Context: an optimization exercise on an open-source flow, tuned for small area and few clock cycles. The choices shown serve that exercise and are no tape-out recipe.
In this exercise RTL edits were held to simulation tests only and were not proved equivalent to the original.

indigo:
==> flow/design.v (excerpt) <==
module oscillator_bank_renderer (
    input  wire        clk,
    input  wire        rst,
    input  wire        cmd_valid,
    output wire        cmd_ready,
    input  wire [31:0] cmd_word,
    output wire        rsp_valid,
    input  wire        rsp_ready,
    output wire [31:0] rsp_data,
    output wire        smp_valid,
    input  wire        smp_ready,
    output wire [7:0]  smp_data
);
    localparam [4:0]  AMP_MAX   = 5'd16;
    localparam [15:0] SLICE_LEN = 16'd4;
    localparam [3:0] OP_NOP = 4'h0, OP_WRL = 4'h1, OP_WRH = 4'h2, OP_RD = 4'h3,
                     OP_PLAY = 4'h4, OP_CENV = 4'h5, OP_RFORM = 4'h6,
                     OP_RFRIC = 4'h7, OP_RSIL = 4'h8, OP_RESET = 4'hF;
    localparam [1:0] SRC_SIL = 2'd0, SRC_ASP = 2'd1, SRC_FRIC = 2'd2, SRC_BUZZ = 2'd3;
    localparam [1:0] K_SIL = 2'd0, K_FORM = 2'd1, K_FRIC = 2'd2;
    localparam [1:0] S_IDLE = 2'd0, S_RESP = 2'd1, S_RUN = 2'd2;
    localparam [1:0] R_OFF = 2'd0, R_FIRST = 2'd1, R_EMIT = 2'd2;
    logic [6:0][15:0] osc_freq;
    logic [6:0][15:0] osc_phase;
    logic [6:0][1:0]  osc_tmb;     
    logic [6:0][4:0]  osc_amp;     
    logic [2:0][31:0] fosc_freq;
    logic [2:0][31:0] fosc_phase;
    logic [3:0][15:0] start_r;
    logic [3:0][15:0] end_r;
    logic [3:0][15:0] cur;
    logic             psync;
    logic [1:0]       timbre;
    logic             st_ill;
    logic             st_ovf;
    logic [3:0]       st_cause;
    logic [31:0]      badcmd;
    logic [1:0]       st;
    logic [7:0]       rsp_reg;     
    logic             rsp_zero;    
    logic [1:0]       rstate;      
    logic [1:0]       rkind;
    logic [17:0]      rcnt;        
    logic signed [7:0] out_r;
    logic             eng;         
    logic             pl_nr;       
    logic [1:0]       pl_src;
    logic [15:0]      pl_nm1;      
    logic [3:0]       g_upr;       
    logic [15:0]      pfin;        
    logic [3:0]       gl_cy;       
    logic             cy_ok;       
    logic             pl_sd;       
    logic [2:0]       sd_cnt;      
    logic [3:0][1:0]  sd_qx;       
    logic             g0_pend;     
    logic             u_j0;        
    logic [15:0]      pl_left;     
    logic             cur_ok;      
    logic [3:0]       gq_ok;       
    logic [3:0][15:0] gl_q;        
  ...
clock: 20.0 ns
lec_check: 0
cap_margin: 40
core_margin: 2
core_utilization: 40
cts_cluster_diameter: 80
cts_cluster_size: 25
place_density: 0.75
slew_margin: 40
run.sh (not shown) runs the stock make flow with config.mk's settings and CLKGATE_MAP_FILE= SYNTH_SCRIPT=/design/flow/synth_recipe.tcl, a recipe that flattens the netlist after the stock synthesis.
Testbench counts of indigo, summed over its fixed seeds: cycles 12,151.
### indigo -> maple
Settings: clearing PLACE_DENSITY, which used to be 0.75.
### Flow results
For maple and indigo, there was not a single run that failed to finish clean.
The higher worst reg-to-reg setup slack of maple and indigo is in maple.
Going from indigo to maple, upper clock frequency limit moved up, via count moved down.
Relative to maple, the following input files were edited for willow:
Settings: changing SLEW_MARGIN from 40 to 30; setting PLACE_DENSITY to 0.7 for the first time; changing CAP_MARGIN from 40 to 30.
[summary]
Both conditions hold for willow: the flow ran to the end and the final layout passed the timing, DRC and antenna checks.
Peak clock frequency supported by timing delta (willow − maple): unfavourable
Relative to maple, minimum period implied by the final worst setup slack increased by 0.14 ns in willow.
Taking maple as the reference point, the global-route usage over all layers of willow falls by 0.43 points.
Worst slack after detailed placement (higher): maple
In willow relative to maple, length of routed wiring on met1 had gone down by a few percent.
Routed wire length: willow and maple compared, higher one is maple
maple and willow ended up with roughly the same number of gates given a new drive strength after cts.
| fraction of area in multi-input gates | willow vs maple | ≈ equal |
Here is what was changed in the inputs of juniper compared with willow.
Settings: PLACE_DENSITY: 0.7 -> unset; CAP_MARGIN: 30 -> 40; CTS_CLUSTER_DIAMETER: 80 -> unset; SLEW_MARGIN: 30 -> 40; CTS_CLUSTER_SIZE: 25 -> unset.
- Changes observed in juniper relative to willow: final cycle utilization of the critical path went down 0.99 points, clock tree skew after final layout went down 0.025 ns.
- juniper ran to completion and came out clean on the timing, DRC and antenna checks.
- Max buffering overhead across willow and juniper: juniper

## static timing again, ports no longer ideal
The flow's constraints put no driver on any port. The routed layouts listed below were extracted and timed again, unchanged, in two steps. Step 1 assumes that a clkbuf_16 drives the clock port and a buf_2 every other input. Step 2, shift: input delay + t, output delay - t, t = (earliest + latest rising clock arrival at the registers) / 2. This alone moves slack from input paths to output paths. Three values: ideal, step 1, step 2; two values: the first two.
run	t, ns	setup WS [ns]	worst hold slack (ns)
indigo	0.942	2.531 / 2.531 / 2.531	0.461 / 0.461 / 0.461
maple	0.913	2.726 / 2.726 / 2.726	0.458 / 0.458 / 0.458
willow	0.933	2.591 / 2.591 / 2.591	0.462 / 0.462 / 0.462
juniper	0.956	2.789 / 2.789 / 2.789	0.453 / 0.453 / 0.453
After both steps setup and hold are still met in every run listed.
